What follows belongs to an exercise in optimizing a design on an open flow for small area, a short achievable clock period and few clock cycles per item; a production flow would make more cautious choices.
Where RTL was checked, it was by simulation tests only, not by an equivalence proof against the original.
Function not checked in runs 5 and 6: the RTL went through the layout flow alone.
Power figures rest on the tool's default switching activity, not on a simulated workload.

$ cat design/flow/standard.sh
#!/bin/bash
# synth_recipe.tcl (not shown) runs the flow's synth.tcl, then flattens the netlist and writes it again
# the make line also repeats each setting of config.mk as NAME=value (left out here)
make -C /OpenROAD-flow-scripts/flow DESIGN_CONFIG=/design/flow/config.mk WORK_HOME=/design/flow/orfs CLKGATE_MAP_FILE= SYNTH_SCRIPT=/design/flow/synth_recipe.tcl "${@:-finish}"
$ cat design/flow/constraint.sdc
create_clock -name core_clock -period 8.5 [get_ports {clk}]
set_input_delay 1.7000 -clock core_clock [delete_from_list [all_inputs] [get_ports {clk}]]
set_output_delay 1.7000 -clock core_clock [all_outputs]
set_load 0.01 [all_outputs]
$ cat design/flow/flow/run.sh
#!/bin/bash
# Standard ORFS layout (the standard.sh) with: plain buf_1 cells as the
# port buffers, a larger setup margin for the resizer's timing repair, and a
# clock tree of clkbuf_8 buffers without dummy loads.
set -euo pipefail
cd "$(dirname "${BASH_SOURCE[0]}")/.."
export BUFFER_PORTS_ARGS="-buffer_cell sky130_fd_sc_hd__buf_1"
export SETUP_SLACK_MARGIN=5.6
export CTS_ARGS="-sink_clustering_enable -repair_clock_nets -dont_use_dummy_load -buf_list sky130_fd_sc_hd__clkbuf_8 -sink_clustering_size 16 -sink_clustering_max_diameter 60"
bash standard.sh > standard.log 2>&1
$ cat design/flow/config.mk
export PLATFORM = sky130hd
export DESIGN_NAME = ble_rx_deframer
export DESIGN_NICKNAME = ble_rx_deframer
export VERILOG_FILES = /design/flow/design.v
export SDC_FILE = /design/flow/constraint.sdc
export NUM_CORES = 4
export LEC_CHECK = 0
export CAP_MARGIN = 20
export CORE_MARGIN = 2
export CORE_UTILIZATION = 60
export PLACE_DENSITY = 0.75
export SLEW_MARGIN = 20
$ cat design/flow/design.v
module ble_sync_correlator (
    input  wire [31:0] window,    
    input  wire [31:0] aa,
    output wire [4:0]  ge
);
    wire [31:0] d;
    genvar k;
    generate
        for (k = 0; k < 32; k = k + 1) begin : g_d
            assign d[k] = window[k] ^ aa[31 - k];
        end
    endgenerate
    wire [1:0] p [0:15];
    generate
        for (k = 0; k < 16; k = k + 1) begin : g_p
            assign p[k] = {d[2*k] & d[2*k+1], d[2*k] | d[2*k+1]};
        end
    endgenerate
    wire [3:0] q [0:7];
    generate
        for (k = 0; k < 8; k = k + 1) begin : g_q
            ble_therm_merge #(.W(2)) u_m (.a({3'd0, p[2*k]}), .b({3'd0, p[2*k+1]}), .c(q[k]));
        end
    endgenerate
    wire [4:0] o [0:3];
    generate
        for (k = 0; k < 4; k = k + 1) begin : g_o
            ble_therm_merge #(.W(5)) u_m (.a({1'b0, q[2*k]}), .b({1'b0, q[2*k+1]}), .c(o[k]));
        end
    endgenerate
    wire [4:0] h0, h1;
    ble_therm_merge #(.W(5)) u_h0 (.a(o[0]), .b(o[1]), .c(h0));
    ble_therm_merge #(.W(5)) u_h1 (.a(o[2]), .b(o[3]), .c(h1));
    ble_therm_merge #(.W(5)) u_t  (.a(h0), .b(h1), .c(ge));
endmodule
module ble_therm_merge #(parameter W = 5) (
    input  wire [4:0]   a,
    input  wire [4:0]   b,
    output wire [W-1:0] c
);
    wire [5:0] ax = {a, 1'b1};    
    wire [5:0] bx = {b, 1'b1};
    genvar n, i;
    generate
        for (n = 1; n <= W; n = n + 1) begin : g_n
            wire [n:0] t;
            for (i = 0; i <= n; i = i + 1) begin : g_i
                assign t[i] = ax[i] & bx[n - i];
            end
            assign c[n-1] = |t;
        end
    endgenerate
endmodule
module ble_rx_deframer (
    input  wire        clk,
    input  wire        rst,             
    input  wire [31:0] cfg_aa,
    input  wire        cfg_phy2m,       
    input  wire [5:0]  cfg_channel,
    input  wire        cfg_whiten,
    input  wire [23:0] cfg_crc_init,
    input  wire        bit_valid,
    input  wire        bit_data,
    input  wire        bit_last,
    output wire        bit_ready,
    output reg         pdu_valid,
    output wire [7:0]  pdu_data,
    output wire        res_valid,
    output wire [11:0] res_flags,
    output wire [15:0] res_sync_pos,
    output wire [31:0] res_aa,
    output wire [15:0] res_hdr,
    output wire [7:0]  res_pdu_len,
    output wire [23:0] res_crc,
    output wire [23:0] res_crc_rx,
    output wire [15:0] res_nbits
);
    reg         ready_r;
    reg         d0, nv, l0;
    reg  [47:1] hist;
    reg         hdr15;
    reg  [31:0] aa_r;
    reg         phy_r, wht_r;
    reg  [15:0] nbits, pos;
    reg         ev, hitr, synced, frozen;
    reg  [23:0] crc, sr;
    reg  [6:0]  wh;
    reg  [2:0]  bitcnt;
    reg         hb;
    reg  [7:0]  bc;
    reg         p_hdr, p_pay, p_crc, done;    
    reg         mism, fin;
    reg         rv_r, ge32_r, full_r;
    reg         u;                            
    reg  [4:0]  psum;                         
    reg         rst_d;                        
    reg         o_nsyn, o_f9, o_f8, o_hv, o_ok;  
    assign bit_ready = ready_r;
    wire take_in = bit_valid & ready_r;
    wire take = take_in;
    wire data = bit_data;
    wire last = bit_last;
    wire synced_any = synced | (hitr & ~rst_d);
    wire hdr_valid  = ~p_hdr;
    wire clr        = fin & ~done;
    assign res_valid = rv_r;
    wire start = rst | rv_r;
    wire full = full_r | (nbits[5] & (nbits[4] | (nbits[3] & ~phy_r)));
    wire [4:0] aa_ge;
    ble_sync_correlator u_corr (
        .window ({hist[31:1], d0}),
        .aa     (aa_r),
        .ge     (aa_ge)
    );
    wire       ge32   = ge32_r | nbits[5];
    wire       e_in   = (hist[31] ^ ~u) & ge32;
    wire       e_out  = ((phy_r ? hist[47] : hist[39]) ^ ~u) & full;
    wire       q      = aa_r[0] ^ ~u;
    wire [4:0] lpre   = phy_r ? 5'd16 : 5'd8;
    wire [4:0] pm     = q ? (lpre - psum) : psum;
    wire       hit    = (pm == 5'd0) ? ~aa_ge[4] :
                        (pm == 5'd1) ? ~aa_ge[3] :
                        (pm == 5'd2) ? ~aa_ge[2] :
                        (pm == 5'd3) ? ~aa_ge[1] :
                        (pm == 5'd4) ? ~aa_ge[0] : 1'b0;
    wire [4:0] psum_adj = (e_in & ~e_out) ? psum + 5'd1 :
                          (~e_in & e_out) ? psum - 5'd1 : psum;
    wire [15:0] nbits_inc, pos_inc;
    genvar gi;
    generate
        for (gi = 0; gi < 16; gi = gi + 1) begin : g_cnt
            assign nbits_inc[gi] = nbits[gi] ^ (take & ((gi == 0) | &nbits[(gi > 0 ? gi - 1 : 0):0]));
            assign pos_inc[gi]   = pos[gi] ^ ((ev & ~hitr) & ((gi == 0) | &pos[(gi > 0 ? gi - 1 : 0):0]));
        end
    endgenerate
    wire fbit     = nv & synced_any & ~done;
    wire dbit     = d0 ^ (wht_r & wh[0]);
    wire sin      = dbit & ~clr;
    wire byte_end = fbit & (bitcnt == 3'd7);
    wire [7:0] len = {hist[33], hist[34], hist[35], hist[36], hist[37], hist[38], hist[39], hist[40]};
    wire bc_eq    = (bc == len);
    wire bc_2     = (bc == 8'd2);
    wire in_pdu   = p_hdr | (p_pay & ~bc_eq);
    wire shift_en = (take | clr) & ~frozen & ~(hitr & nv);
    wire up_en    = synced_any ? ((fbit & p_hdr) | (clr & ~hdr_valid)) : shift_en;
    wire done_next = done | (byte_end & p_crc & bc_2);
    wire crc_fb  = crc[23] ^ dbit;
    wire crc_run = fbit & in_pdu;
    wire crc_sin = clr ? 1'b0 : (crc_run ? crc_fb : crc[23]);
    wire crc_tap = crc_run & crc_fb;
    wire synced_n = ~start & synced_any;
    wire done_n   = ~start & done_next;
    wire p_hdr_n  = start | (p_hdr & ~(byte_end & hb));
    wire mism_n   = (start | ~synced_any) ? 1'b0 :
                    (fbit & ~in_pdu) ? (mism | (crc[23] ^ dbit)) : mism;
    always @(posedge clk) begin
        aa_r  <= cfg_aa;
        o_nsyn <= ~synced_n;
        o_f9   <= ~synced_n | done_n;
        o_f8   <= ~(synced_n & done_n);
        o_hv   <= ~p_hdr_n;
        o_ok   <= done_n & ~mism_n;
        phy_r <= cfg_phy2m;
        wht_r <= cfg_whiten;
        if (rst)
            ready_r <= 1'b1;
        else if (take_in & bit_last)
            ready_r <= 1'b0;
        else if (res_valid)
            ready_r <= 1'b1;
        nv <= take & ~rst;
        l0 <= take & last & ~rst;
        if (take | clr)
            d0 <= data & ~clr;
        if (shift_en)
            hist[32:1] <= {hist[31:1], d0};
        if (up_en) begin
            hist[47:34] <= hist[46:33];
            hist[33]    <= synced_any ? sin : hist[32];
            hdr15       <= hist[47];
        end
        nbits  <= start ? 16'd0 : nbits_inc;
        u      <= ~start & (u ^ take);
        ge32_r <= ~start & ge32;
        full_r <= ~start & full;
        if (start | take)
            psum <= start ? 5'd0 : psum_adj;
        pos    <= (start | (clr & ~synced_any)) ? 16'd0 : pos_inc;
        ev     <= ~start & nv & full & ~synced_any;
        hitr   <= nv & full & ~synced_any & hit;
        rst_d  <= rst;
        synced <= synced_n;
        frozen <= ~start & (frozen | (synced_any & (take | clr | (hitr & nv))));
        if (~synced_any)
            wh <= {1'b1, cfg_channel};
        else if (fbit)
            wh <= {wh[5:0], wh[6] ^ wh[3]};
        if (~synced_any & ~clr)
            crc <= cfg_crc_init;
        else if (fbit | clr)
            crc <= {crc[22:0], crc_sin} ^ ({24{crc_tap}} & 24'h00065A);
        mism <= mism_n;
        if (fbit | clr)
            sr <= {sin, sr[23:1]};
        pdu_valid <= ~start & byte_end & in_pdu;
        if (start) begin
            p_hdr <= 1'b1;
            p_pay <= 1'b0;
            p_crc <= 1'b0;
            done  <= 1'b0;
        end else if (byte_end) begin
            if (p_hdr & hb) begin
                p_hdr <= 1'b0;
                p_pay <= 1'b1;
            end
            if (p_pay & bc_eq) begin
                p_pay <= 1'b0;
                p_crc <= 1'b1;
            end
            if (p_crc & bc_2) begin
                p_crc <= 1'b0;
                done  <= 1'b1;
            end
        end
        if (start | (nv & l0 & ~done)) begin
            bitcnt <= 3'd0;
            bc     <= 8'd0;
        end else if (clr) begin
            {bc[2:0], bitcnt} <= {bc[2:0], bitcnt} + 6'd1;
        end else if (~synced_any) begin
            bitcnt <= 3'd0;
            bc     <= 8'd0;
        end else if (fbit) begin
            bitcnt <= bitcnt + 3'd1;
            if (byte_end & ~p_hdr)
                bc <= (p_pay & bc_eq) ? 8'd1 : bc + 8'd1;
        end
        if (start | ~synced_any)
            hb <= 1'b0;
        else if (byte_end)
            hb <= 1'b1;
        rv_r <= ~start & ((((take & last) | (nv & l0 & ~done)) & done_next) |
                          (clr & (bc[2:0] == 3'd6) & (bitcnt == 3'd6)));
        if (start)
            fin <= 1'b0;
        else if (nv & l0 & ~done)
            fin <= 1'b1;
    end
    genvar g;
    generate
        for (g = 0; g < 32; g = g + 1) begin : g_aa
            assign res_aa[g] = hist[32 - g];
        end
        for (g = 1; g < 16; g = g + 1) begin : g_hdr
            assign res_hdr[g] = hist[48 - g];
        end
        for (g = 0; g < 24; g = g + 1) begin : g_crc
            assign res_crc[g] = crc[23 - g];
        end
    endgenerate
    assign res_hdr[0]   = hdr15;
    assign res_flags    = {synced, o_nsyn, o_f9, o_f8, 4'b0000, o_hv, synced, o_ok, o_ok};
    assign res_sync_pos = pos;
    assign res_pdu_len  = done ? len : {6'd0, hdr_valid, 1'b0};
    assign res_crc_rx   = sr;
    assign res_nbits    = nbits;
    assign pdu_data     = sr[23:16];
endmodule
==> results.txt, run 1 <==
GRT:
- The number of antenna violations at the first check in global routing came to 0.
- In the global route stage, met2 resource usage came out at 0.336.
- The combined global-route utilization of all metal layers is 0.223.
- The first global-routing pass estimated 28600 µm of wire.
- The global-route layer with the greatest usage is met1.
- The via count of the first global-routing pass was 5802.
- Entering global routing, the biggest net connects 33 pins.
- The met1 demand-to-capacity share in global routing is 0.338.
- For this run the aggregate overflow at the end of global routing stands at 0.
- The met3 usage in global routing is 0.0404.

Floorplanning:
- The area of the core is 14400 µm².
- The die covers 15600 µm².
- The die outline width is 125 µm.
- After floorplanning, the core was divided into 44 placement rows.
- The die height is 125 µm.
- The initial utilization of the core area, before any placement, comes to 0.608.
- The number of I/O pins is 228.

Detailed routing:
- After detailed routing, the average wire length per cell comes to 15.4 µm.
- The number of DRC violations after detailed routing is 0.
- The total vias in the final route is 6424.
- The average vias per placed instance is 5.41.
- The first TritonRoute pass finished after 5 iterations.
- After detailed routing, the total wire length is 18300 µm.
- The detailed router finished its first iteration with 409 violations.
- Once detail routing completed, the nets flagged for antenna violations numbered 0.

Cells and area:
- Compared with the post-synthesis result, the final layout area differs by 17.2%.
- In the final layout, the share of cells above drive strength 1 is 0.107.
- The final layout net count is 1089.
- The most frequent standard cell in the layout excluding fill and tap cells is sky130_fd_sc_hd__buf_1.
- The repair_antennas step left the layout with diodes totalling 0.
- The number of inserted filler cells in the final layout is 1123.
- The final design area excluding fillers is 10300 µm².
- The library cells used most frequently in the layout, excluding fill and tap cells, are 211 x sky130_fd_sc_hd__buf_1, 108 x sky130_fd_sc_hd__edfxtp_1, 99 x sky130_fd_sc_hd__dfxtp_1, 78 x sky130_fd_sc_hd__nor2_1, 77 x sky130_fd_sc_hd__nand2_1.
- The finished layout holds 1187 standard cells, fillers aside.

Yosys:
- The share of synthesized area in the top cell type comes to 0.370.
- The fraction of synthesis flops using an asynchronous set or reset pin is 0.
- The number of warnings reported in the yosys synthesis log is 2.
- Counting every instance in the synthesized netlist gives 764.
- Yosys mapped a number of flops with a built-in enable equal to 108.
- The number of synthesized register bits is 211.
- The largest total area in the synthesized netlist belongs to sky130_fd_sc_hd__edfxtp_1.
- The cell area after synthesis is 8770 µm².
- Of the synthesized area, sequential elements account for 0.605.
- The mean post-synth cell area is 11.5 µm².
- The most used flip-flop cell after synthesis is sky130_fd_sc_hd__edfxtp_1.
- Ranked by total cell area, the synthesized netlist is headed by sky130_fd_sc_hd__edfxtp_1 37%, sky130_fd_sc_hd__dfxtp_1 24%, sky130_fd_sc_hd__xnor2_1 5.1%.
- Synthesis instantiated 59 different standard cells from the library.

STA:
- The time the final worst path needs with I/O delays and setup is 2.94 ns.
- In this run the tightest slew margin relative to its limit is 0.306.
- The transition time at the pin with the least slew margin is 1.04 ns.
- The clock skew is 0.0152 ns.
- Setup violations remaining at the end of the flow were counted as 0.
- The sum of negative setup slack is 0 ns.
- Setup repair after global routing could not meet its margin everywhere.
- The total count of hold-check failures in the final report is 0.
- The upper clock frequency limit is 0.340 GHz.
- The count of pins over their slew limit was 0.
- In the finished design, the share of the clock period the worst path needs comes to 0.346.

Critical path:
- The critical path goes through and2_1, buf_2.
- The register-to-register setup slack is 5.80 ns.
- Together, buffers and inverters on the worst path number 1.
- The data arrival time at the worst-slack endpoint is 1.24 ns.
- The category of the worst setup path launch point is a register.
- The path depth of the worst reg2reg path is 8.
- The worst setup path is of the reg2out kind.
- The data required time at the worst endpoint is 6.80 ns.
- The cell family contributing the most delay on the critical path is flip-flops.
- The cell with the biggest individual delay on the critical path is sky130_fd_sc_hd__edfxtp_1.
- The instance count on the critical path is 2.
- Of all nets on the critical path, the largest fanout is 3.
- The kind of capture point of the worst setup path is a primary output.
- For this run, the slowest stage of the critical path takes 0.46 ns.

Place:
- Input and output buffers added on the ports amount to 223.
- After detailed placement, the total cell area comes to 9700 µm².
- The HPWL after detailed placement is 12900 µm.
- The final weighted congestion in routability-driven placement is 0.819.
- The number of placed instances, taps included, is 1140.

Power:
- The power per cell area is 180 nW/µm².
- Of the total power, combinational logic draws 0.117.
- The share of power burned in registers is 0.625.
- Of the total power, the clock network draws 0.258.
- The switching share of total power is 0.247.
- The reported net switching power is 456 µW.
- The worst-case IR drop observed on VDD is 0.000130 V.
- For this design the static power due to leakage is 3.73 nW.
- The power consumption is 1.85 mW.
- The internal power of the cells totals 1.39 mW.

Clocking:
- The number of levels in the clock H-tree is 1.
- The quantity of hold-fixing buffers added after cts is 0.
- The worst-skew pair later-pin latency is 0.50 ns.
- The clock slew at the register clock pins of the worst setup and hold paths is 0.09 ns.
- Buffers inserted during clock tree synthesis total 17.
- TritonCTS built the clock tree.
- The root buffer selected by CTS is sky130_fd_sc_hd__clkbuf_8.
- The maximum buffer depth of the clock tree is 3.
- The number of sinks on the clock net is 211.

Min path:
- The hold-critical path depth is 0.
- The path class of the tightest hold or removal check is reg2reg.

Status:
- The flow ran to the end and the layout has no timing, DRC or antenna violations.

Job:
- The number of violations of the max-capacitance limit is 0.
==> power by group through the flow <==
stage	Sequential (mW)	Clock, mW	Combinational (mW)
after detailed placement	1.18	0	0.191
after global placement	1.18	0	0.188
after global routing	1.16	0.526	0.238
final	1.15	0.478	0.216
after floorplan	1.19	0	0.121
after CTS	1.15	0.492	0.202
==> worst register-to-register path, delay by kind of cell (launching register included) <==
family / cells / cell delay, ns
flops: 1 / 0.40
buf+inv: 1 / 0.16
compound gates: 2 / 0.41
simple gates: 5 / 1.65
==> cell type report <==
cell class                 count  area [µm²]  area share
clock buffer                  17         234      0.0228
inverter                      20        75.1     0.00730
multi-input combinational    499        3270       0.318
sequential                   211        5310       0.517
tap                          184         230      0.0224
timing repair buffer         256        1160       0.113
==> metal layers <==
metal  vias up  wire, µm
met5         -         0
met4         0       361
met3        27      1140
met2       208      7900
met1      3039      8870
li1       3150         -
==> through the flow <==
step                setup slack [ns]   util  hold WS, ns
floorplan                       4.74      -        0.433
global placement                4.85  0.673        0.431
detailed placement              4.75  0.673        0.430
CTS                             5.56  0.700        0.452
global route                    5.44  0.713        0.467
finish                          5.56  0.713        0.453
==> path summary, 6_finish.rpt <==
path                      startpoint                 end
hold reg to reg     sr[12]$_DFFE_PP_    sr[11]$_DFFE_PP_
hold / removal      sr[12]$_DFFE_PP_    sr[11]$_DFFE_PP_
setup reg to reg   done$_SDFFE_PN0P_  bc[5]$_SDFFE_PP0P_
setup / recovery  hist[33]$_DFFE_PP_      res_pdu_len[7]
==> kinds of logic after synthesis <==
| family | share of synthesized area |
|---|---|
| adders and majority gates | 0.0223 |
| muxes | 0.0241 |
| other | 0.000428 |
| and+or+nand+nor | 0.138 |
| buffers and inverters | 0.0334 |
| DFF | 0.605 |
| AOI/OAI and AO/OA | 0.0836 |
| xor gates and xnor gates | 0.0929 |
==> registers in the layout, summed over array words and instances (netlist names), 3 cells and up <==
signal and cells:
aa_r 32, nbits 16, hist 47, wh 7, bc 8, bitcnt 3
sr 24, psum 5, pos 16, crc 24
==> synthesized netlist by cell type (14+ instances only) <==
library cell               count
sky130_fd_sc_hd__nor2_1       81
sky130_fd_sc_hd__nand3_1      25
sky130_fd_sc_hd__a21oi_1      25
sky130_fd_sc_hd__edfxtp_1    108
sky130_fd_sc_hd__o211ai_1     14
sky130_fd_sc_hd__nand2_1      78
sky130_fd_sc_hd__clkbuf_1     15
sky130_fd_sc_hd__dfxtp_1     103
sky130_fd_sc_hd__o21ai_0      20
sky130_fd_sc_hd__xor2_1       42
sky130_fd_sc_hd__nor3_1       14
sky130_fd_sc_hd__inv_1        20
sky130_fd_sc_hd__ha_1         14
sky130_fd_sc_hd__mux2_2       17
sky130_fd_sc_hd__buf_4        21
sky130_fd_sc_hd__xnor2_1      51
sky130_fd_sc_hd__and2_1       14
==> what timing repair did <==
| action | in CTS | in global routing |
|---|---|---|
| pin swaps | 5 | 5 |
| gates resized for setup | 17 | 28 |
| endpoints found under the setup margin | 13 | 24 |
| buffers inserted | 16 | 14 |
Testbench counts, summed over its fixed seeds: cycles 147,147, bits 146,743.
==> run 2: changes to the inputs <==
--- a/design/flow/flow/run.sh
+++ b/design/flow/flow/run.sh
@@ -7,3 +7,3 @@
 export BUFFER_PORTS_ARGS="-buffer_cell sky130_fd_sc_hd__buf_1"
-export SETUP_SLACK_MARGIN=5.6
+export SETUP_SLACK_MARGIN=5.45
 export CTS_ARGS="-sink_clustering_enable -repair_clock_nets -dont_use_dummy_load -buf_list sky130_fd_sc_hd__clkbuf_8 -sink_clustering_size 16 -sink_clustering_max_diameter 60"
==> run 2 against run 1 <==
Worst setup slack worse by 0.055 ns. Largest cell class unchanged. Sequential share of layout area is 1.2 points higher. Largest power group unchanged. Non-clock buffer count is 21 lower. Critical path type unchanged.
==> results.txt, run 2 <==
Status:
- The run finished with no timing, DRC or antenna violations.

Clocking:
- The maximum buffer depth of the clock tree is 3.
- TritonCTS built the clock tree.
- Clock-pin slew was measured on the worst setup and hold paths at 0.10 ns.
- The number of levels in the clock H-tree is 1.
- The cell sitting at the root of the clock tree is a sky130_fd_sc_hd__clkbuf_8.
- The number of buffers created by CTS is 17.
- The worst-skew pair later-pin latency is 0.50 ns.
- The number of sinks on the clock net is 211.

Place:
- The number of placed instances, taps included, is 1140.
- The detailed-placement wirelength estimate is 12900 µm.
- In this run the tool buffered the top-level ports with 223 buffer cells.
- The final weighted congestion in routability-driven placement is 0.819.
- In this run the cell area measured after placement is 9700 µm².
- Before CTS, the worst setup slack after placement is 4.73 ns.

STA:
- Headroom to the max-slew limit came out at 0.376.
- The transition time at the pin with the least slew margin is 0.935 ns.
- Setup slack closes at 5.50 ns.
- The total count of hold-check failures in the final report was 0.
- The tightest hold path in the finished design has a slack of 0.451 ns.
- Based on the critical path, the design can be clocked at up to 0.334 GHz.
- The count of pins over their slew limit is 0.
- The clock skew is 0.0422 ns.
- The final setup violation count is 0.
- Setup repair after global routing left no endpoint under its margin.
- For the finished layout, the period the worst path requires is 3.00 ns.
- Of the available clock period, the critical path in the final layout requires 0.352.
- The sum of negative setup slack is 0 ns.

GRT:
- The residual overflow from global routing is 0.
- Entering global routing, the biggest net connects 33 pins.
- The first-pass GRT wire length is 28700 µm.
- The number of antenna violations at the first check in global routing is 0.
- In the global route stage, overall resource usage came out at 0.223.
- The via count of the first global-routing pass is 5765.

Yosys:
- The fraction of synthesis flops using an asynchronous set or reset pin is 0.
- After synthesis the cells add up to 8770 µm².
- The sequential area share after synthesis is 0.605.
- Sorting the synthesized cells by how often they occur yields 108 x sky130_fd_sc_hd__edfxtp_1, 103 x sky130_fd_sc_hd__dfxtp_1, 81 x sky130_fd_sc_hd__nor2_1.
- The number of synthesized register bits is 211.
- By area the synthesized netlist is led by sky130_fd_sc_hd__edfxtp_1 37%, sky130_fd_sc_hd__dfxtp_1 24%, sky130_fd_sc_hd__xnor2_1 5.1%.
- Among all flip-flop cells after synthesis, the most frequent one is sky130_fd_sc_hd__edfxtp_1.
- The area fraction of the dominant cell type after synthesis is 0.370.
- The unique cell type count in the Yosys netlist is 59.
- By instance count, the leading cell after synthesis is sky130_fd_sc_hd__edfxtp_1.
- After synthesis, the mean cell area works out to 11.5 µm².
- The count of mapped cells out of synthesis is 764.
- Summed over all instances, the cell type with the most area after synthesis is sky130_fd_sc_hd__edfxtp_1.
- The number of enable flip-flop cells after synthesis is 108.
- The number of warnings reported in the yosys synthesis log is 2.

Critical path:
- The cell with the biggest individual delay on the critical path is sky130_fd_sc_hd__edfxtp_1.
- The worst setup path is launched from a register.
- STA classifies the critical path endpoint as a primary output.
- For this run, the slowest stage of the critical path takes 0.48 ns.
- Walking the worst path, the cells encountered are and2_1, buf_1.
- Data on the critical path is required at its endpoint by 6.80 ns.
- The data arrival time at the worst-slack endpoint is 1.30 ns.
- The maximum fanout encountered on the critical timing path is 4.
- The type of the worst setup path is reg2out.

Cells and area:
- Once layout is complete, the utilization of the core stands at 0.696.
- In the final layout, the share of cells above drive strength 1 is 0.0754.
- Leaving out fill and tap cells, the most frequent cell in the layout is sky130_fd_sc_hd__buf_1.
- The finished layout holds 1166 standard cells, fillers aside.
- Leaving out fill and tap cells, the most frequent cells in the layout are 221 x sky130_fd_sc_hd__buf_1, 108 x sky130_fd_sc_hd__edfxtp_1, 101 x sky130_fd_sc_hd__dfxtp_1, 78 x sky130_fd_sc_hd__nor2_1, 76 x sky130_fd_sc_hd__nand2_1.
- The area growth from synthesis to layout is 14.5%.
- The final design area excluding fillers is 10000 µm².
- The layout has 1143 filler cells.
- The final antenna diode count is 0.
- The register with the most flip-flops in the final layout is hist.
- For this run, the post-layout net count is 1068.
- The largest registers in the layout are hist x47, aa_r x32.
- The register with the most flip-flops in the layout has 47 of them.

Detailed routing:
- Using the TritonRoute via totals, the vias-per-cell ratio works out to 5.50.
- The total vias in the final route is 6412.
- Wires add up to 18000 µm.
- For this run, design rule violations remaining after detail routing come to 0.
- In this run, the number of DRC markers left after iteration 0 of detailed routing was 417.
- The first-pass detailed-route iteration total is 5.
- After detailed routing, the average wire length per cell comes to 15.4 µm.
- The count of nets left with antenna violations once routing finished came out at 0.

Power:
- The power per cell area is 183 nW/µm².
- The power consumption is 1.84 mW.
- The worst voltage drop across the vdd grid is 0.000130 V.
- The leakage power of the design is 3.58 nW.

Floorplanning:
- The die height is 125 µm.
- Measured along the x axis, the die boundary spans 125 µm.
- The full die area is 15600 µm².
- For this configuration, the core starts out at a cell density of 0.608.
- In this run the standard cell core region covers 14400 µm².
- The number of placement rows is 44.
- For this design the top-level I/O count stands at 228.

Min path:
- In this run the worst hold path is classified as reg2reg.

Job:
- The number of violations of the max-capacitance limit is 0.
[run 2: kinds of logic (layout without fill, tap and decap cells)]
family / count (synthesis) / in the layout / share of synthesized area
and+or+nand+nor: 260 / 260 / 0.138
DFF: 211 / 211 / 0.605
AOI/OAI and AO/OA: 108 / 108 / 0.0836
xor gates and xnor gates: 93 / 93 / 0.0929
buffers and inverters: 57 / 272 / 0.0334
muxes: 19 / 19 / 0.0241
adders and majority gates: 15 / 15 / 0.0223
other: 1 / 4 / 0.000428
[run 2: final cells by class]
cell class	count	area [µm²]	area share
flip-flops and latches	211	5310	0.529
multi-input cells	499	3260	0.325
repair buffers	235	930	0.0926
clock buffers	17	234	0.0233
well taps	184	230	0.0229
inverters	20	75.1	0.00748
[run 2: critical path, delay by kind of cell, from the launching register on]
family                 cells  cell delay, ns
buffers and inverters      1            0.12
DFF                        1            0.48
and+or+nand+nor            1            0.20
[run 2: worst paths after layout]
kind,start,end,slack [ns],cells past startpoint
setup / recovery,hist[36]$_DFFE_PP_,res_pdu_len[4],5.50,2
hold / removal,hist[3]$_DFFE_PP_,hist[4]$_DFFE_PP_,0.45,0
setup reg to reg,hitr$_DFF_P_,bc[7]$_SDFFE_PP0P_,5.71,8
hold reg to reg,hist[3]$_DFFE_PP_,hist[4]$_DFFE_PP_,0.45,0
[run 2: metal layers]
metal  vias to the layer above  track usage  wire length (µm)
li1                       3111            -                 -
met4                         0       0.0542               314
met2                       238        0.339              7780
met3                        27       0.0352              1250
met5                         -            0                 0
met1                      3036        0.339              8640
[run 2: power by group]
| group | leakage (nW) | internal [mW] | switching, mW |
|---|---|---|---|
| Sequential | 1.90 | 1.12 | 0.0365 |
| Combinational | 1.55 | 0.0776 | 0.118 |
| Clock | 0.122 | 0.181 | 0.302 |
| Total | 3.58 | 1.38 | 0.457 |
[run 2: repair_timing]
item                                    CTS  global route
endpoints found under the setup margin   11             6
buffers inserted                          1             8
resized for setup                         5             7
pin swaps                                 1             1
hold buffers                              0             0
endpoints found under the hold margin     0             0
==> run 3: changes to the inputs <==
--- a/design/flow/flow/run.sh
+++ b/design/flow/flow/run.sh
@@ -7,3 +7,3 @@
 export BUFFER_PORTS_ARGS="-buffer_cell sky130_fd_sc_hd__buf_1"
-export SETUP_SLACK_MARGIN=5.45
+export SETUP_SLACK_MARGIN=5.6
 export CTS_ARGS="-sink_clustering_enable -repair_clock_nets -dont_use_dummy_load -buf_list sky130_fd_sc_hd__clkbuf_8 -sink_clustering_size 16 -sink_clustering_max_diameter 60"
--- a/design/flow/config.mk
+++ b/design/flow/config.mk
@@ -9,4 +9,4 @@
 export CORE_MARGIN = 2
-export CORE_UTILIZATION = 60
-export PLACE_DENSITY = 0.75
+export CORE_UTILIZATION = 70
+export PLACE_DENSITY = 0.85
 export SLEW_MARGIN = 20
==> run 3 against run 2 <==
Still clean on timing, DRC and antenna. Wire length grew 15%. Final cell count rose by 0.17%. Sequential share of layout area decreased by 1.3 points. Clock-buffer cell count is the same. Hold slack worse by 0.00094 ns. Synthesized cell count stayed put. Sequential cell count unchanged. Largest cell class unchanged.
==> results.txt, run 3 <==
Status:
- The run finished with no timing, DRC or antenna violations.

Floorplanning:
- In this run the count of I/O pins placed on the die edge is 228.
- The die is 116 µm tall.
- The floorplan step defined a die boundary enclosing 13400 µm².
- The area of the core is 12100 µm².
- Measured along the x axis, the die boundary spans 116 µm.
- For this configuration, the core starts out at a cell density of 0.724.
- After floorplanning, the core was divided into 40 placement rows.

Critical path:
- STA puts the critical path data required time at 6.80 ns.
- The worst setup path is of the reg2out kind.
- The data arrival time at the worst-slack endpoint is 1.30 ns.
- STA classifies the critical path startpoint as a register.
- Along the worst path, the maximum fanout reaches 2.
- The signal on the critical path passes through nand2_2, o21ai_4, buf_6.
- The critical path's largest stage delay is 0.47 ns.
- The kind of cell with the highest combined delay on the critical path is flip-flops.
- The buffer and inverter count on the worst path is 1.
- The cell with the biggest individual delay on the critical path is sky130_fd_sc_hd__edfxtp_1.
- STA classifies the critical path endpoint as a primary output.

Cells and area:
- The most frequent standard cell in the layout excluding fill and tap cells is sky130_fd_sc_hd__buf_1.
- The final antenna diode count is 0.
- The library cells used most frequently in the layout, excluding fill and tap cells, are 209 x sky130_fd_sc_hd__buf_1, 108 x sky130_fd_sc_hd__edfxtp_1, 99 x sky130_fd_sc_hd__dfxtp_1, 78 x sky130_fd_sc_hd__nor2_1, 75 x sky130_fd_sc_hd__nand2_1.
- The final layout net count is 1086.
- The largest register by flop count is hist.
- Counting the fill cells in the layout gives 660.
- The area growth from synthesis to layout is 17.3%.
- The largest registers in the layout are hist x47, aa_r x32.
- The flip-flop count of the largest register, all copies and words added is 47.
- The layout cell share with drive strength beyond 1 is 0.114.

STA:
- The time the final worst path needs with I/O delays and setup is 3.00 ns.
- The total count of hold-check failures in the final report is 0.
- Setup repair after global routing could not meet its margin everywhere.
- The clock skew is 0.0589 ns.
- The upper clock frequency limit is 0.334 GHz.
- Setup violations remaining at the end of the flow were counted as 0.
- Of the available clock period, the critical path in the final layout requires 0.353.
- At the pin with the least slew margin, the transition time is 0.915 ns.
- The sum of negative setup slack is 0 ns.
- The count of pins over their slew limit is 0.
- The worst pin sits at a relative slew slack of 0.389.

Yosys:
- After synthesis, the most frequently instantiated cells are 108 x sky130_fd_sc_hd__edfxtp_1, 103 x sky130_fd_sc_hd__dfxtp_1, 81 x sky130_fd_sc_hd__nor2_1.
- The largest total area in the synthesized netlist belongs to sky130_fd_sc_hd__edfxtp_1.
- The mapped netlist covers 8770 µm².
- The fraction of synthesis flops using an asynchronous set or reset pin is 0.
- The count of mapped cells out of synthesis is 764.
- After synthesis, the netlist uses 59 different library cells.
- The library cell with the highest instance count after synthesis is sky130_fd_sc_hd__edfxtp_1.
- For this run, the number of Yosys warnings is 2.
- The mean post-synth cell area is 11.5 µm².
- The most used flip-flop cell after synthesis is sky130_fd_sc_hd__edfxtp_1.
- The number of enable flip-flop cells after synthesis is 108.
- The share of synthesized area in the top cell type comes to 0.370.
- The sequential area share after synthesis is 0.605.
- After synthesis the netlist holds a flip-flop and latch count of 211.
- After synthesis, the cell types taking the most area are sky130_fd_sc_hd__edfxtp_1 37%, sky130_fd_sc_hd__dfxtp_1 24%, sky130_fd_sc_hd__xnor2_1 5.1%.

GRT:
- For this run the aggregate overflow at the end of global routing stands at 0.
- For this run, the total global-route usage over all layers was measured as 0.284.
- The number of antenna violations at the first check in global routing is 0.
- Entering global routing, the biggest net connects 33 pins.
- The first-pass GRT wire length is 30300 µm.
- The via count of the first global-routing pass came to 6258.

Place:
- The final weighted congestion in routability-driven placement is 0.858.
- After legalization and detailed placement, the total HPWL measured 14000 µm.
- The count of input and output buffers is 223.

Detailed routing:
- For this run, design rule violations remaining after detail routing come to 0.
- For this block, the via count after detailed routing is 6709.
- After the first detailed-routing iteration, the DRC count stood at 579.
- The number of nets with antenna violations after detailed routing is 0.
- The first-pass detailed-route iteration total is 5.
- The average vias per placed instance is 5.74.
- For this block, the routed nets add up to 20600 µm of wire.
- In the final routed layout, each cell accounts on average for 17.6 µm.

Power:
- In this run the power density over the cells is 181 nW/µm².
- Overall power consumption after layout is estimated at 1.86 mW.
- VDD sags by at most 0.000142 V.
- The analysis attributes to cell leakage a power of 3.73 nW.

Clocking:
- The root buffer selected by CTS is sky130_fd_sc_hd__clkbuf_8.
- The clock slew at the register clock pins of the worst setup and hold paths is 0.10 ns.
- In this run the number of H-tree levels came out at 1.
- The number of sinks on the clock net is 211.
- For the worst-skew pair, the clock arrives at the later sink with an insertion delay of 0.53 ns.
- The number of buffers created by CTS is 17.
- TritonCTS built the clock tree.
- The number of hold buffers added after CTS was 0.
- The maximum buffer depth of the clock tree is 3.

Job:
- The tool flagged a number of max-cap violations equal to 0.

Min path:
- The worst min-delay path class is reg2reg.
run 3: changes by cell type in the layout (fill, tap and decap cells not counted), moves of 2 or more:
cell / before / now
sky130_fd_sc_hd__and2_1: 14 / 9
sky130_fd_sc_hd__dfxtp_2: 1 / 3
sky130_fd_sc_hd__buf_4: 12 / 27
sky130_fd_sc_hd__clkbuf_2: 1 / 5
sky130_fd_sc_hd__buf_1: 221 / 209
sky130_fd_sc_hd__and2_4: 0 / 5
sky130_fd_sc_hd__buf_6: 0 / 10
sky130_fd_sc_hd__dfxtp_1: 101 / 99
run 3: worst paths after layout:
path / startpoint / to / slack, ns / cells past startpoint
hold reg to reg: hist[42]$_DFFE_PP_ / hist[43]$_DFFE_PP_ / 0.45 / 0
hold / removal: hist[42]$_DFFE_PP_ / hist[43]$_DFFE_PP_ / 0.45 / 0
setup reg to reg: phy_r$_DFF_P_ / hitr$_DFF_P_ / 5.69 / 11
setup / recovery: hist[39]$_DFFE_PP_ / res_pdu_len[1] / 5.50 / 3
run 3: per-stage QoR:
stage | hold WS (ns) | worst slack, ns | cell area [µm²] | utilization | std cells
final | 0.450 | 5.50 | 10300 | 0.849 | 1168
after global routing | 0.471 | 5.49 | 10300 | 0.849 | 1168
after CTS | 0.456 | 5.54 | 10100 | 0.838 | 1160
after detailed placement | 0.432 | 4.80 | 9680 | 0.800 | 1124
after global placement | 0.431 | 4.88 | 9680 | 0.800 | 1124
after floorplan | 0.433 | 4.74 | 8830 | - | 767
run 3: cell families (layout without fill, tap and decap cells):
kind of cell | count (synthesis) | in the layout | synth area share
muxes | 19 | 19 | 0.0241
buffers and inverters | 57 | 290 | 0.0334
xor gates and xnor gates | 93 | 93 | 0.0929
adders and majority gates | 15 | 15 | 0.0223
DFF | 211 | 211 | 0.605
other | 1 | 4 | 0.000428
and+or+nand+nor | 260 | 260 | 0.138
AOI/OAI and AO/OA | 108 | 108 | 0.0836
run 3: area by class of cell:
cell class | instances | area (µm²) | share of cell area
Tap cell | 168 | 210 | 0.0204
Timing Repair Buffer | 253 | 1160 | 0.113
Sequential cell | 211 | 5310 | 0.516
Clock buffer | 17 | 234 | 0.0227
Inverter | 20 | 75.1 | 0.00730
Multi-Input combinational cell | 499 | 3300 | 0.320
run 3: power breakdown:
part / switching [mW] / internal (mW) / total (mW)
registers: 0.0365 / 1.12 / 1.16
clock network: 0.304 / 0.180 / 0.484
logic: 0.131 / 0.0858 / 0.217
total: 0.471 / 1.39 / 1.86
run 3: layer usage:
layer / GRT usage / part of all wire
met3: 0.0518 / 0.084
met2: 0.481 / 0.49
met4: 0.0659 / 0.021
met5: 0 / 0
met1: 0.387 / 0.41
run 3: worst reg2reg max path: cells and delay by family, from the launching register on:
kind | cells | cell delay [ns]
and+or+nand+nor | 3 | 0.75
AOI/OAI and AO/OA | 5 | 0.91
adders and majority gates | 1 | 0.35
buffers and inverters | 1 | 0.09
DFF | 1 | 0.40
xor gates and xnor gates | 1 | 0.20
run 3: timing repair:
action / 4_1_cts / 5_1_grt
pin swaps: 5 / 4
resized for setup: 26 / 29
setup endpoints to repair: 14 / 20
buffers inserted: 19 / 8
==> run 4: changes to the inputs <==
--- a/design/flow/config.mk
+++ b/design/flow/config.mk
@@ -9,4 +9,4 @@
 export CORE_MARGIN = 2
-export CORE_UTILIZATION = 70
-export PLACE_DENSITY = 0.85
+export CORE_UTILIZATION = 40
+export PLACE_DENSITY = 0.6
 export SLEW_MARGIN = 20
==> run 4 against run 3 <==
Critical path depth shrank 1. Via count fell by 6.0%. Final cell count up 10%. Critical path type unchanged.
==> results.txt, run 4 <==
Min path:
- The tightest min-delay check is of the reg2reg type.
- The hold path startpoint is sr[5]$_DFFE_PP_.
- The endpoint with the worst hold slack is sr[4]$_DFFE_PP_.
- The hold-critical path depth is 0.

GRT:
- The via count of the first global-routing pass is 6068.
- The pin count of the biggest net entering global routing is 33.
- For this run the aggregate overflow at the end of global routing stands at 0.
- The number of antenna violations at the first check in global routing is 0.
- The first-pass GRT wire length is 31100 µm.
- For this run, the total global-route usage over all layers was measured as 0.161.

Critical path:
- Measured in cells, the most critical reg-to-reg path has a length of 12.
- In this run the worst path has a maximum fanout of 3.
- The endpoint identified for the worst register-to-register timing path is psum[4]$_SDFFCE_PN0P_.
- STA puts the critical path data arrival time at 1.27 ns.
- The kind of capture point of the worst setup path is a primary output.
- The type of the worst setup path is reg2out.
- Data on the critical path is required at its endpoint by 6.80 ns.
- The register-to-register setup slack is 5.80 ns.
- The worst setup path is launched from a register.
- The beginning of the worst register-to-register path is hist[39]$_DFFE_PP_.

STA:
- The upper clock frequency limit is 0.337 GHz.
- After layout, the minimum clock period comes to 2.97 ns.
- The count of pins over their slew limit is 0.
- Adding up every negative setup slack in the final design gives 0 ns.
- The clock skew is 0.0661 ns.
- The headroom to the max-slew limit is 0.349.
- Setup repair after global routing could not meet its margin everywhere.
- The total count of hold-check failures in the final report is 0.
- Dividing the final minimum period by the clock period gives 0.349.
- For the pin with the worst max-slew slack, the measured transition is 0.976 ns.
- The worst path meets setup with 5.53 ns of slack.
- Setup violations remaining at the end of the flow were counted as 0.

Clocking:
- The maximum buffer depth of the clock tree is 3.
- Buffers inserted to repair hold after CTS numbered 0.
- In this run the number of H-tree levels came out at 1.
- The root buffer selected by CTS is sky130_fd_sc_hd__clkbuf_8.
- TritonCTS built the clock tree.
- Clock-pin slew was measured on the worst setup and hold paths at 0.09 ns.
- The worst-skew pair later-pin latency is 0.54 ns.
- In this run, CTS created clock tree buffers numbering 21.
- The tree built by TritonCTS fans out to 211 sinks.

Cells and area:
- Ranked by flip-flop count, first place goes to hist.
- The final antenna diode count is 0.
- The final layout net count is 1094.
- The final design area excluding fillers is 10500 µm².
- The largest registers in the layout are hist x47, aa_r x32.
- The number of inserted filler cells in the final layout is 2044.
- The area growth from synthesis to layout is 19.3%.
- Of the cells placed in the final design, the portion with a size suffix greater than 1 is 0.121.
- The flip-flop count of the largest register, all copies and words added is 47.
- For this run, the share of the core covered by cells in the final layout is 0.482.
- The footprint of the flip-flops and latches is 5320 µm².
- The total area of multi-input combinational cells is 3280 µm².
- The library cell used most frequently in the layout, excluding fill and tap cells, is sky130_fd_sc_hd__buf_1.
- In the layout the commonest cells are 208 x sky130_fd_sc_hd__buf_1, 108 x sky130_fd_sc_hd__edfxtp_1, 96 x sky130_fd_sc_hd__dfxtp_1, 78 x sky130_fd_sc_hd__nor2_1, 75 x sky130_fd_sc_hd__nand2_1.

Floorplanning:
- The die outline width is 152 µm.
- The number of placement rows is 54.
- The full die area is 23100 µm².
- The floorplan step defined a core boundary enclosing 21700 µm².
- The initial utilization of the core area, before any placement, comes to 0.404.
- The number of I/O pins is 228.
- The die height is 152 µm.

Yosys:
- Of the post-synthesis cell area, the dominant cell type holds 0.370.
- The most used flip-flop cell after synthesis is sky130_fd_sc_hd__edfxtp_1.
- Yosys printed 2 warnings.
- The number of synthesized register bits is 211.
- The count of mapped cells out of synthesis is 764.
- The share of the Yosys chip area taken by registers is 0.605.
- The mean post-synth cell area is 11.5 µm².
- By area the synthesized netlist is led by sky130_fd_sc_hd__edfxtp_1 37%, sky130_fd_sc_hd__dfxtp_1 24%, sky130_fd_sc_hd__xnor2_1 5.1%.
- In this run, synthesis inferred 108 flip-flops with an integrated enable.
- The unique cell type count in the Yosys netlist is 59.
- The most area-hungry cell type in the Yosys netlist is sky130_fd_sc_hd__edfxtp_1.
- The synthesized netlist occupies a cell area of 8770 µm².
- The most common cell in the synthesized netlist is sky130_fd_sc_hd__edfxtp_1.
- In the synthesized netlist the async set-or-reset flop fraction comes to 0.
- Counting instances in the post-synthesis netlist gives the leading cell types as 108 x sky130_fd_sc_hd__edfxtp_1, 103 x sky130_fd_sc_hd__dfxtp_1, 81 x sky130_fd_sc_hd__nor2_1.

Place:
- Detailed placement ended at an HPWL of 13400 µm.
- The setup slack after placement is 4.82 ns.
- The final weighted congestion in routability-driven placement is 0.820.
- In this run the tool buffered the top-level ports with 223 buffer cells.
- Summing all placed instances gives a cell area of 9830 µm².

Detailed routing:
- The number of nets with antenna violations after detailed routing is 0.
- In the routed design, unresolved DRC markers number 0.
- In the routed layout, each cell is associated on average with a via count of 4.90.
- The total vias in the final route is 6308.
- Before antenna repair, the detailed router went through 4 iterations.
- The routed wire length per instance is 14.7 µm.
- After the first detailed-routing iteration, the DRC count stood at 339.
- The total wirelength of the detailed-routed design is 19000 µm.

Power:
- The power per cell area is 182 nW/µm².
- Across the VDD grid, the largest voltage drop is 0.0000923 V.
- For this design the static power due to leakage is 3.77 nW.

Status:
- The run finished with no timing, DRC or antenna violations.

Job:
- The number of violations of the max-capacitance limit is 0.
-- run 4: cell counts after synthesis --
No cell type changed its count.
-- run 4: how the worst max path moves through the flow --
| stage | from | to | slack, ns | depth (start not counted) |
|---|---|---|---|---|
| global placement | bit_valid | nbits[15]$_SDFF_PN0_ | 4.85 | 10 |
| finish | hist[33]$_DFFE_PP_ | res_pdu_len[7] | 5.53 | 2 |
| CTS | hist[37]$_DFFE_PP_ | res_pdu_len[3] | 5.50 | 2 |
| global route | hist[37]$_DFFE_PP_ | res_pdu_len[3] | 5.47 | 2 |
| floorplan | bit_valid | hdr15$_DFFE_PP_ | 4.74 | 4 |
| detailed placement | bit_valid | nbits[15]$_SDFF_PN0_ | 4.82 | 10 |
-- run 4: final cells by class --
class	count	area share
Clock buffer	21	0.0276
Inverter	20	0.00718
Multi-Input combinational cell	499	0.314
Sequential cell	211	0.508
Tap cell	280	0.0335
Timing Repair Buffer	257	0.110
-- run 4: worst max-delay path: stages (launching register included) --
cell                       delay (ns)
sky130_fd_sc_hd__edfxtp_1        0.44
sky130_fd_sc_hd__and2_1          0.16
sky130_fd_sc_hd__buf_2           0.13
-- run 4: kinds of logic (layout without fill, tap and decap cells) --
group,Yosys count,count (layout),synth area share
compound gates,108,108,0.0836
xor+xnor,93,93,0.0929
fa+ha+maj,15,15,0.0223
buf+inv,57,298,0.0334
flops,211,211,0.605
mux,19,19,0.0241
other cells,1,4,0.000428
simple gates,260,260,0.138
-- run 4: what timing repair did --
action,CTS,global route
gates resized for setup,20,25
setup endpoints to repair,18,28
buffers inserted,15,16
hold endpoints to repair,0,0
pin swaps,8,5
-- run 4: power breakdown --
| part | total, mW | internal, mW | switching, mW |
|---|---|---|---|
| clock network | 0.538 | 0.220 | 0.317 |
| registers | 1.15 | 1.12 | 0.0335 |
| logic | 0.214 | 0.0893 | 0.125 |
-- run 4: per-stage QoR --
stage          instances  hold WS [ns]  power, mW
2_1_floorplan        767         0.433       1.31
5_1_grt             1288         0.446       2.00
3_5_place_dp        1236         0.432       1.37
6_report            1288         0.426       1.91
3_3_place_gp        1236         0.427       1.37
4_1_cts             1272         0.428       1.93
-- run 4: layer usage --
metal	track usage	part of all wire
met2	0.236	0.42
met5	0	0
met1	0.232	0.48
met4	0.0530	0.023
met3	0.0428	0.077
==> run 5: changes to the inputs <==
--- a/design/flow/design.v
+++ b/design/flow/design.v
@@ -95,3 +95,3 @@
     reg  [4:0]  psum;                         
-    reg         rst_d;                        
+    reg         rst_r;                        
     reg         o_nsyn, o_f9, o_f8, o_hv, o_ok;  
@@ -99,6 +99,9 @@
     wire take_in = bit_valid & ready_r;
-    wire take = take_in;
-    wire data = bit_data;
-    wire last = bit_last;
-    wire synced_any = synced | (hitr & ~rst_d);
+    reg  take, data, last;
+    always @(posedge clk) begin
+        take <= take_in & ~rst;
+        data <= bit_data;
+        last <= bit_last;
+    end
+    wire synced_any = synced | hitr;
     wire hdr_valid  = ~p_hdr;
@@ -106,3 +109,3 @@
     assign res_valid = rv_r;
-    wire start = rst | rv_r;
+    wire start = rst_r | rv_r;
     wire full = full_r | (nbits[5] & (nbits[4] | (nbits[3] & ~phy_r)));
@@ -170,4 +173,4 @@
             ready_r <= 1'b1;
-        nv <= take & ~rst;
-        l0 <= take & last & ~rst;
+        nv <= take & ~start;
+        l0 <= take & last & ~start;
         if (take | clr)
@@ -189,4 +192,4 @@
         ev     <= ~start & nv & full & ~synced_any;
-        hitr   <= nv & full & ~synced_any & hit;
-        rst_d  <= rst;
+        hitr   <= ~start & nv & full & ~synced_any & hit;
+        rst_r  <= rst;
         synced <= synced_n;
@@ -204,3 +207,3 @@
             sr <= {sin, sr[23:1]};
-        pdu_valid <= ~start & byte_end & in_pdu;
+        pdu_valid <= ~rst & ~start & byte_end & in_pdu;
         if (start) begin
@@ -241,3 +244,3 @@
             hb <= 1'b1;
-        rv_r <= ~start & ((((take & last) | (nv & l0 & ~done)) & done_next) |
+        rv_r <= ~rst & ~start & ((((take & last) | (nv & l0 & ~done)) & done_next) |
                           (clr & (bc[2:0] == 3'd6) & (bitcnt == 3'd6)));
--- a/design/flow/flow/run.sh
+++ b/design/flow/flow/run.sh
@@ -7,3 +7,3 @@
 export BUFFER_PORTS_ARGS="-buffer_cell sky130_fd_sc_hd__buf_1"
-export SETUP_SLACK_MARGIN=5.6
+export SETUP_SLACK_MARGIN=5.45
 export CTS_ARGS="-sink_clustering_enable -repair_clock_nets -dont_use_dummy_load -buf_list sky130_fd_sc_hd__clkbuf_8 -sink_clustering_size 16 -sink_clustering_max_diameter 60"
--- a/design/flow/config.mk
+++ b/design/flow/config.mk
@@ -9,4 +9,4 @@
 export CORE_MARGIN = 2
-export CORE_UTILIZATION = 40
-export PLACE_DENSITY = 0.6
+export CORE_UTILIZATION = 60
+export PLACE_DENSITY = 0.75
 export SLEW_MARGIN = 20
==> run 5 against run 4 <==
Power down 7.5%. Clock-buffer cell count down 4. Combinational power down 31%. Global-route usage up 5.4 points. Still clean. Fmax down 0.63%. Critical path type unchanged.
==> results.txt, run 5 <==
Status:
- The flow ran to the end and the layout has no timing, DRC or antenna violations.

Clocking:
- After clock tree synthesis, the clock-pin slew on the worst setup and hold paths is 0.09 ns.
- The cell sitting at the root of the clock tree is a sky130_fd_sc_hd__clkbuf_8.
- The number of buffers created by CTS is 17.
- TritonCTS built the clock tree.
- No sink is reached through more buffers than the 3 on the longest clock path.
- The worst-skew pair later-pin latency is 0.49 ns.
- The number of sinks on the clock net is 214.
- In this run the number of H-tree levels came out at 1.

STA:
- Setup violations remaining at the end of the flow were counted as 0.
- The total count of hold-check failures in the final report is 0.
- Between clock sinks in the finished design, the worst skew comes to 0.0267 ns.
- Setup repair after global routing could not meet its margin everywhere.
- Static timing analysis puts the maximum clock frequency at 0.335 GHz.
- The count of pins over their slew limit is 0.
- In the post-route analysis, the smallest setup slack over all paths is 5.51 ns.
- At the pin with the least slew margin, the transition time is 0.943 ns.
- In this run the tightest slew margin relative to its limit is 0.371.
- The final worst-path cycle share is 0.351.
- Summed over all failing endpoints, the final setup total negative slack is 0 ns.
- The time the final worst path needs with I/O delays and setup is 2.99 ns.

Floorplanning:
- The area of the core is 14500 µm².
- In this run the core area contains 44 standard-cell rows.
- The full die area is 15700 µm².
- The initial utilization of the core area, before any placement, comes to 0.612.
- The number of I/O pins is 228.
- The die is 125 µm wide.
- The die height is 125 µm.

Cells and area:
- The final layout net count is 1060.
- 0 antenna diodes ended up in the layout.
- The largest registers in the layout are hist x47, aa_r x32.
- The library cell used most frequently in the layout, excluding fill and tap cells, is sky130_fd_sc_hd__buf_1.
- The flip-flop count of the largest register, all copies and words added is 47.
- The final cell utilization of the core is 0.692.
- Compared with the post-synthesis result, the final layout area differs by 13.2%.
- The final design area excluding fillers is 10000 µm².
- Of the cells placed in the final design, the portion with a size suffix greater than 1 is 0.0616.
- Leaving out fill and tap cells, the most frequent cells in the layout are 223 x sky130_fd_sc_hd__buf_1, 108 x sky130_fd_sc_hd__edfxtp_1, 105 x sky130_fd_sc_hd__dfxtp_1, 89 x sky130_fd_sc_hd__nor2_1, 67 x sky130_fd_sc_hd__nand2_1.
- The number of inserted filler cells in the final layout is 1147.
- The largest register by flop count is hist.

Power:
- For this design the total switching power over the nets is 406 µW.
- The leakage power of the design is 3.63 nW.
- Of the total power, the clock network draws 0.270.
- The part of the power in combinational logic is 0.083.
- The internal cell power is 1.36 mW.
- IR analysis of the VDD net gives a maximum drop of 0.000141 V.
- The share of power burned in registers is 0.647.
- Dividing total power by cell area gives a power density of 176 nW/µm².
- The switching share of total power is 0.230.

Detailed routing:
- The number of DRC violations after detailed routing is 0.
- After detailed routing, the average wire length per cell comes to 14.9 µm.
- The number of nets with antenna violations after detailed routing is 0.
- In the routed layout, each cell is associated on average with a via count of 5.30.
- The first-pass detailed-route iteration total is 4.
- The total vias in the final route is 6134.
- In this run, the number of DRC markers left after iteration 0 of detailed routing was 306.
- The total wirelength of the detailed-routed design is 17300 µm.

GRT:
- The residual overflow from global routing is 0.
- The number of antenna violations at the first check in global routing came to 0.
- The first-pass GRT wire length is 28000 µm.
- The via count of the first global-routing pass is 5730.
- Entering global routing, the biggest net connects 33 pins.
- The combined global-route utilization of all metal layers is 0.215.

Min path:
- In this run the worst hold path is classified as reg2reg.
- In this run the most critical hold path is launched from ge32_r$_DFF_P_.
- The worst hold path passes through 2 cells.
- The endpoint with the worst hold slack is ge32_r$_DFF_P_.

Critical path:
- The maximum fanout encountered on the critical timing path is 4.
- STA classifies the critical path startpoint as a register.
- The type of the worst setup path is reg2out.
- The critical path's largest stage delay is 0.49 ns.
- Traced cell by cell, the critical path runs through and2_1, buf_1.
- The cell with the biggest individual delay on the critical path is sky130_fd_sc_hd__edfxtp_1.
- The worst register-to-register path begins at d0$_DFFE_PN_.
- In this run the critical register-to-register path is captured at hitr$_DFF_P_.
- Setup slack on the worst reg-to-reg path comes out at 5.66 ns.
- The worst setup path is captured at a primary output.
- For the worst setup path, the data arrival time is 1.29 ns.
- Data on the critical path is required at its endpoint by 6.80 ns.
- The path depth of the worst reg2reg path is 8.

Place:
- The final weighted congestion in routability-driven placement is 0.864.
- The setup slack after placement is 5.57 ns.
- The HPWL after detailed placement is 12600 µm.
- The instance area at placement is 9750 µm².
- The count of buffers added on input and output ports is 223.

Yosys:
- In this run the cell area of the synthesized design comes to 8850 µm².
- The count of mapped cells out of synthesis is 763.
- The most area-hungry cell type in the Yosys netlist is sky130_fd_sc_hd__edfxtp_1.
- By area the synthesized netlist is led by sky130_fd_sc_hd__edfxtp_1 37%, sky130_fd_sc_hd__dfxtp_1 24%, sky130_fd_sc_hd__xor2_1 6.4%.
- The mean post-synth cell area is 11.6 µm².
- The share of synthesized area in the top cell type comes to 0.366.
- Ranked by instance count, the synthesized netlist is headed by 108 x sky130_fd_sc_hd__edfxtp_1, 106 x sky130_fd_sc_hd__dfxtp_1, 89 x sky130_fd_sc_hd__nor2_1.
- The number of enable flip-flop cells after synthesis is 108.
- The number of warnings reported in the yosys synthesis log is 2.
- Of the synthesized area, sequential elements account for 0.606.
- The library cell with the highest instance count after synthesis is sky130_fd_sc_hd__edfxtp_1.
- The fraction of synthesis flops using an asynchronous set or reset pin is 0.
- The number of synthesized register bits is 214.
- The most used flip-flop cell after synthesis is sky130_fd_sc_hd__edfxtp_1.
- Yosys mapped the design onto 65 distinct sky130hd cell types.

Job:
- The number of violations of the max-capacitance limit is 0.
run 5: cell types whose count changed after synthesis, sizes merged, moves of 5 or more:
cell	change
nand3	-9
xnor2	-21
nor2	+8
xor2	+23
nand2	-9
maj3	+5
o211ai	-9
o21ai	-7
run 5: area by class of cell:
type	count	area, µm²	area share
clock buffers	17	234	0.0233
repair buffers	230	890	0.0888
multi-input cells	493	3220	0.322
inverters	20	75.1	0.00749
flip-flops and latches	214	5370	0.536
well taps	184	230	0.0230
run 5: how the worst max path moves through the flow:
stage / slack, ns / cells past startpoint / end / from
4_1_cts: 5.47 / 2 / res_pdu_len[0] / hist[40]$_DFFE_PP_
3_3_place_gp: 5.71 / 11 / hitr$_DFF_P_ / psum[0]$_SDFFCE_PN0P_
5_1_grt: 5.44 / 11 / hitr$_DFF_P_ / psum[1]$_SDFFCE_PN0P_
2_1_floorplan: 5.80 / 4 / hdr15$_DFFE_PP_ / hitr$_DFF_P_
3_5_place_dp: 5.57 / 6 / hist[47]$_DFFE_PP_ / done$_SDFFE_PN0P_
6_report: 5.51 / 2 / res_pdu_len[0] / hist[40]$_DFFE_PP_
run 5: per-stage QoR:
stage,hold slack [ns],cells,power (mW)
6_report,0.458,1158,1.76
5_1_grt,0.480,1158,1.84
4_1_cts,0.460,1156,1.78
3_5_place_dp,0.434,1138,1.31
3_3_place_gp,0.432,1138,1.31
2_1_floorplan,0.422,766,1.26
run 5: cell families (layout without fill, tap and decap cells):
logic type                 after synthesis  after routing  synth area share
adders and majority gates               20             20            0.0277
DFF                                    214            214             0.606
xor gates and xnor gates                95             95            0.0940
and+or+nand+nor                        261            261             0.143
muxes                                   20             20            0.0250
AOI/OAI and AO/OA                       93             93            0.0698
buffers and inverters                   59            267            0.0339
other                                    1              4          0.000424
run 5: per-layer routing:
| layer | share of wire | global-route usage | up-vias | wire length [µm] |
|---|---|---|---|---|
| li1 | - | - | 3059 | - |
| met1 | 0.45 | 0.291 | 2846 | 7830 |
| met2 | 0.46 | 0.359 | 206 | 8050 |
| met3 | 0.066 | 0.0462 | 23 | 1140 |
| met4 | 0.017 | 0.0458 | 0 | 288 |
| met5 | 0 | 0 | - | 0 |
run 5: repair_timing:
item,4_1_cts,5_1_grt
resized for setup,1,3
buffers inserted,1,2
endpoints found under the setup margin,8,3
hold buffers,0,0
run 5: worst max-delay path: cells and delay by family, from the launching register on:
| kind | cells | cell delay [ns] |
|---|---|---|
| buffers and inverters | 1 | 0.12 |
| DFF | 1 | 0.49 |
| and+or+nand+nor | 1 | 0.20 |
run 5: power by group through the flow:
stage                     Combinational, mW  Clock, mW  Sequential [mW]
after global placement                0.142          0             1.16
after detailed placement              0.144          0             1.17
final                                 0.147      0.476             1.14
after floorplan                      0.0933          0             1.17
after CTS                             0.146      0.494             1.14
after global routing                  0.164      0.535             1.14
==> run 6: changes to the inputs <==
--- a/design/flow/flow/run.sh
+++ b/design/flow/flow/run.sh
@@ -8,3 +8,3 @@
 export SETUP_SLACK_MARGIN=5.45
-export CTS_ARGS="-sink_clustering_enable -repair_clock_nets -dont_use_dummy_load -buf_list sky130_fd_sc_hd__clkbuf_8 -sink_clustering_size 16 -sink_clustering_max_diameter 60"
+export CTS_ARGS="-sink_clustering_enable -repair_clock_nets -dont_use_dummy_load -buf_list sky130_fd_sc_hd__clkbuf_8 -sink_clustering_size 16 -sink_clustering_max_diameter 60 -root_buf sky130_fd_sc_hd__clkbuf_16 -distance_between_buffers 1000 -branching_point_buffers_distance 1000"
 bash standard.sh > standard.log 2>&1
==> run 6 against run 5 <==
Clock skew grew 0.0020 ns. Sequential share of layout area shrank 0.19 points. Final cell count is the same. Global-route usage is essentially flat. Non-clock buffer count is the same. Via count shrank 0.34%. Combinational power is essentially flat.
==> results.txt, run 6 <==
Cells and area:
- The layout cell share with drive strength beyond 1 is 0.0616.
- The most frequent standard cell in the layout excluding fill and tap cells is sky130_fd_sc_hd__buf_1.
- In the final layout, the registers with the most flip-flops are hist x47, aa_r x32.
- Relative to the synthesized area, the layout overhead comes to 13.5%.
- hist holds more flip-flops than any other register.
- The final antenna diode count is 0.
- The number of inserted filler cells in the final layout is 1140.
- The register with the most flip-flops in the layout has 47 of them.
- The sequential cells in the finished layout cover a total of 5370 µm².
- At the end of the flow, the number of nets in the layout was 1060.
- The final design area excluding fillers is 10100 µm².
- The multi-input combinational cells in the finished layout cover a total of 3220 µm².
- The top cell types in the final layout, fill and taps aside, are 223 x sky130_fd_sc_hd__buf_1, 108 x sky130_fd_sc_hd__edfxtp_1, 105 x sky130_fd_sc_hd__dfxtp_1, 89 x sky130_fd_sc_hd__nor2_1, 67 x sky130_fd_sc_hd__nand2_1.

Yosys:
- By instance count, the leading cell after synthesis is sky130_fd_sc_hd__edfxtp_1.
- The number of synthesized register bits is 214.
- The cell area after synthesis is 8850 µm².
- Among all flip-flop cells after synthesis, the most frequent one is sky130_fd_sc_hd__edfxtp_1.
- Yosys mapped the design onto 65 distinct sky130hd cell types.
- The compound-gate portion of the synthesized area came to 0.0698.
- The sequential area share after synthesis is 0.606.
- The simple-gate portion of the synthesized area is 0.143.
- The commonest cells after synthesis are 108 x sky130_fd_sc_hd__edfxtp_1, 106 x sky130_fd_sc_hd__dfxtp_1, 89 x sky130_fd_sc_hd__nor2_1.
- After synthesis, the share of flip-flops with an asynchronous set or reset is 0.
- Dividing the synthesized area by the synthesized cell count gives 11.6 µm².
- The most area-hungry cell type in the Yosys netlist is sky130_fd_sc_hd__edfxtp_1.
- The XOR/XNOR share of the synthesized area is 0.0940.
- The Yosys step of the flow raised 2 warnings.
- Of the total synthesized cell area, the portion taken by full adders, half adders and majority gates is 0.0277.
- Ranked by total cell area, the synthesized netlist is headed by sky130_fd_sc_hd__edfxtp_1 37%, sky130_fd_sc_hd__dfxtp_1 24%, sky130_fd_sc_hd__xor2_1 6.4%.
- The share of synthesized area in the top cell type comes to 0.366.
- After synthesis, the largest family of logic cells by area is simple AND/OR/NAND/NOR gates.
- Of the post-synthesis cell area, the part taken by muxes is 0.0250.
- The count of mapped cells out of synthesis is 763.
- The number of enable flip-flop cells after synthesis is 108.

STA:
- Adding up every negative setup slack in the final design gives 0 ns.
- The final setup violation count is 0.
- The headroom to the max-slew limit is 0.368.
- Across the routed clock network, the largest skew measured is 0.0288 ns.
- Across all hold checks on the routed design, the worst slack comes to 0.458 ns.
- In the finished design, the share of the clock period the worst path needs comes to 0.348.
- Timing would allow up to 0.338 GHz.
- The total count of hold-check failures in the final report is 0.
- In the post-route analysis, the smallest setup slack over all paths is 5.54 ns.
- Setup repair after global routing could not meet its margin everywhere.
- The worst path needs 2.96 ns of the cycle, external delays included.
- The transition time at the pin with the least slew margin is 0.947 ns.
- The count of pins over their slew limit is 0.

Job:
- Max-cap violations in this run came to 0.

Detailed routing:
- The number of DRC violations after detailed routing is 0.
- The violation count after the first detailed-routing iteration is 270.
- Once detail routing completed, the nets flagged for antenna violations numbered 0.
- The average vias per placed instance is 5.28.
- Summed over all layers, the routed wires come to 17300 µm.
- The total vias in the final route is 6113.
- The first TritonRoute pass finished after 4 iterations.
- After detailed routing, the average wire length per cell comes to 15.0 µm.

Power:
- Overall power consumption after layout is estimated at 1.80 mW.
- The worst voltage drop across the vdd grid is 0.000141 V.
- For this design the ratio of total power to cell area is 179 nW/µm².
- The leakage power of the design is 3.64 nW.

Critical path:
- The slowest stage of the critical path is the sky130_fd_sc_hd__dfxtp_2 cell.
- The signal on the critical path passes through nand2_1, o21ai_0, buf_1.
- At the worst endpoint, the arrival time is 1.26 ns.
- The maximum fanout encountered on the critical timing path is 14.
- On the critical path the largest part of the delay comes from flip-flops.
- The worst setup path is of the reg2out kind.
- The kind of capture point of the worst setup path is a primary output.
- The buffer and inverter count on the worst path is 1.
- For the worst setup path, the data required time is 6.80 ns.
- The worst setup path is launched from a register.
- On the worst path, the slowest cell contributes a delay of 0.46 ns.

GRT:
- The first global-routing pass estimated 27900 µm of wire.
- For this run, the total global-route usage over all layers was measured as 0.215.
- The via count of the first global-routing pass is 5738.
- For this run the aggregate overflow at the end of global routing stands at 0.
- The number of antenna violations at the first check in global routing is 0.
- The met3 usage in global routing is 0.0462.
- The global-route layer with the greatest usage is met2.
- The global-route met2 utilization is 0.357.
- Entering global routing, the biggest net connects 33 pins.
- For this run, global-route usage on met1 was measured as 0.292.

Place:
- The instance area at placement is 9750 µm².
- The congestion estimate from routability-driven global placement came to 0.864.
- The setup slack after placement is 5.57 ns.
- The wire-length estimate of the detail-placed layout is 12600 µm.
- The count of buffers added on input and output ports is 223.

Clocking:
- The root buffer selected by CTS is sky130_fd_sc_hd__clkbuf_16.
- CTS built an H-tree with a depth of 1.
- After clock tree synthesis, the clock-pin slew on the worst setup and hold paths is 0.09 ns.
- The quantity of hold-fixing buffers added after cts is 0.
- TritonCTS built the clock tree.
- The worst-skew pair later-pin latency is 0.46 ns.
- The number of buffers created by CTS is 17.
- The number of sinks on the clock net is 214.
- No sink is reached through more buffers than the 3 on the longest clock path.

Floorplanning:
- The die outline width is 125 µm.
- The floorplan has 44 rows.
- The initial utilization of the core area, before any placement, comes to 0.612.
- The die height is 125 µm.
- The region available for standard cell placement spans 14500 µm².
- For this design the top-level I/O count stands at 228.
- The die covers 15700 µm².

Min path:
- In this run the worst hold path is classified as reg2reg.

Status:
- The flow ran to the end and the layout has no timing, DRC or antenna violations.
## run 6: cell types whose count changed in the layout (fill, tap and decap cells not counted)
| cell | previous run | this run |
|---|---|---|
| sky130_fd_sc_hd__clkbuf_16 | 0 | 3 |
| sky130_fd_sc_hd__clkbuf_8 | 17 | 14 |
| sky130_fd_sc_hd__dfxtp_4 | 1 | 0 |
| sky130_fd_sc_hd__dfxtp_2 | 0 | 1 |
## run 6: final timing paths
path,from,end,slack (ns),depth (start not counted)
max,done$_SDFFE_PN0P_,res_pdu_len[1],5.54,3
max reg2reg,d0$_DFFE_PN_,hitr$_DFF_P_,5.64,8
min,hist[41]$_DFFE_PP_,hist[42]$_DFFE_PP_,0.46,0
min reg2reg,hist[41]$_DFFE_PP_,hist[42]$_DFFE_PP_,0.46,0
## run 6: timing repair
item | 4_1_cts | 5_1_grt
pin swaps | 0 | 0
setup endpoints to repair | 7 | 2
buffers inserted | 0 | 3
gates resized for setup | 1 | 2
## run 6: per-layer routing
layer	vias to the layer above	wire (µm)
li1	3060	-
met1	2853	7850
met2	176	8090
met3	24	1090
met4	0	303
met5	-	0
## run 6: cells by family after synthesis
family,count (synthesis)
xor gates and xnor gates,95
adders and majority gates,20
AOI/OAI and AO/OA,93
other,1
muxes,20
buffers and inverters,59
and+or+nand+nor,261
DFF,214
## run 6: layout make-up
cell class | count | area share
clock buffers | 17 | 0.0266
multi-input cells | 493 | 0.321
repair buffers | 230 | 0.0885
flip-flops and latches | 214 | 0.534
inverters | 20 | 0.00747
well taps | 184 | 0.0229
## run 6: report_power, final
group	switching, mW	internal, mW	leakage, nW
sequential	0.0240	1.12	1.91
clock	0.299	0.212	0.138
combinational	0.0865	0.0600	1.59
total	0.409	1.39	3.64
## run 6: metrics by stage
stage,cells,utilization
floorplan,766,-
global placement,1138,0.673
detailed placement,1138,0.673
CTS,1155,0.692
global route,1158,0.694
finish,1158,0.694

Setup slack of run 6, layout unchanged: 5.541 ns with ideal ports, 5.496 ns with driving cells assumed (clock clkbuf_16, inputs buf_2), 5.637 ns with port delays also shifted by the 0.495 ns mid clock arrival.
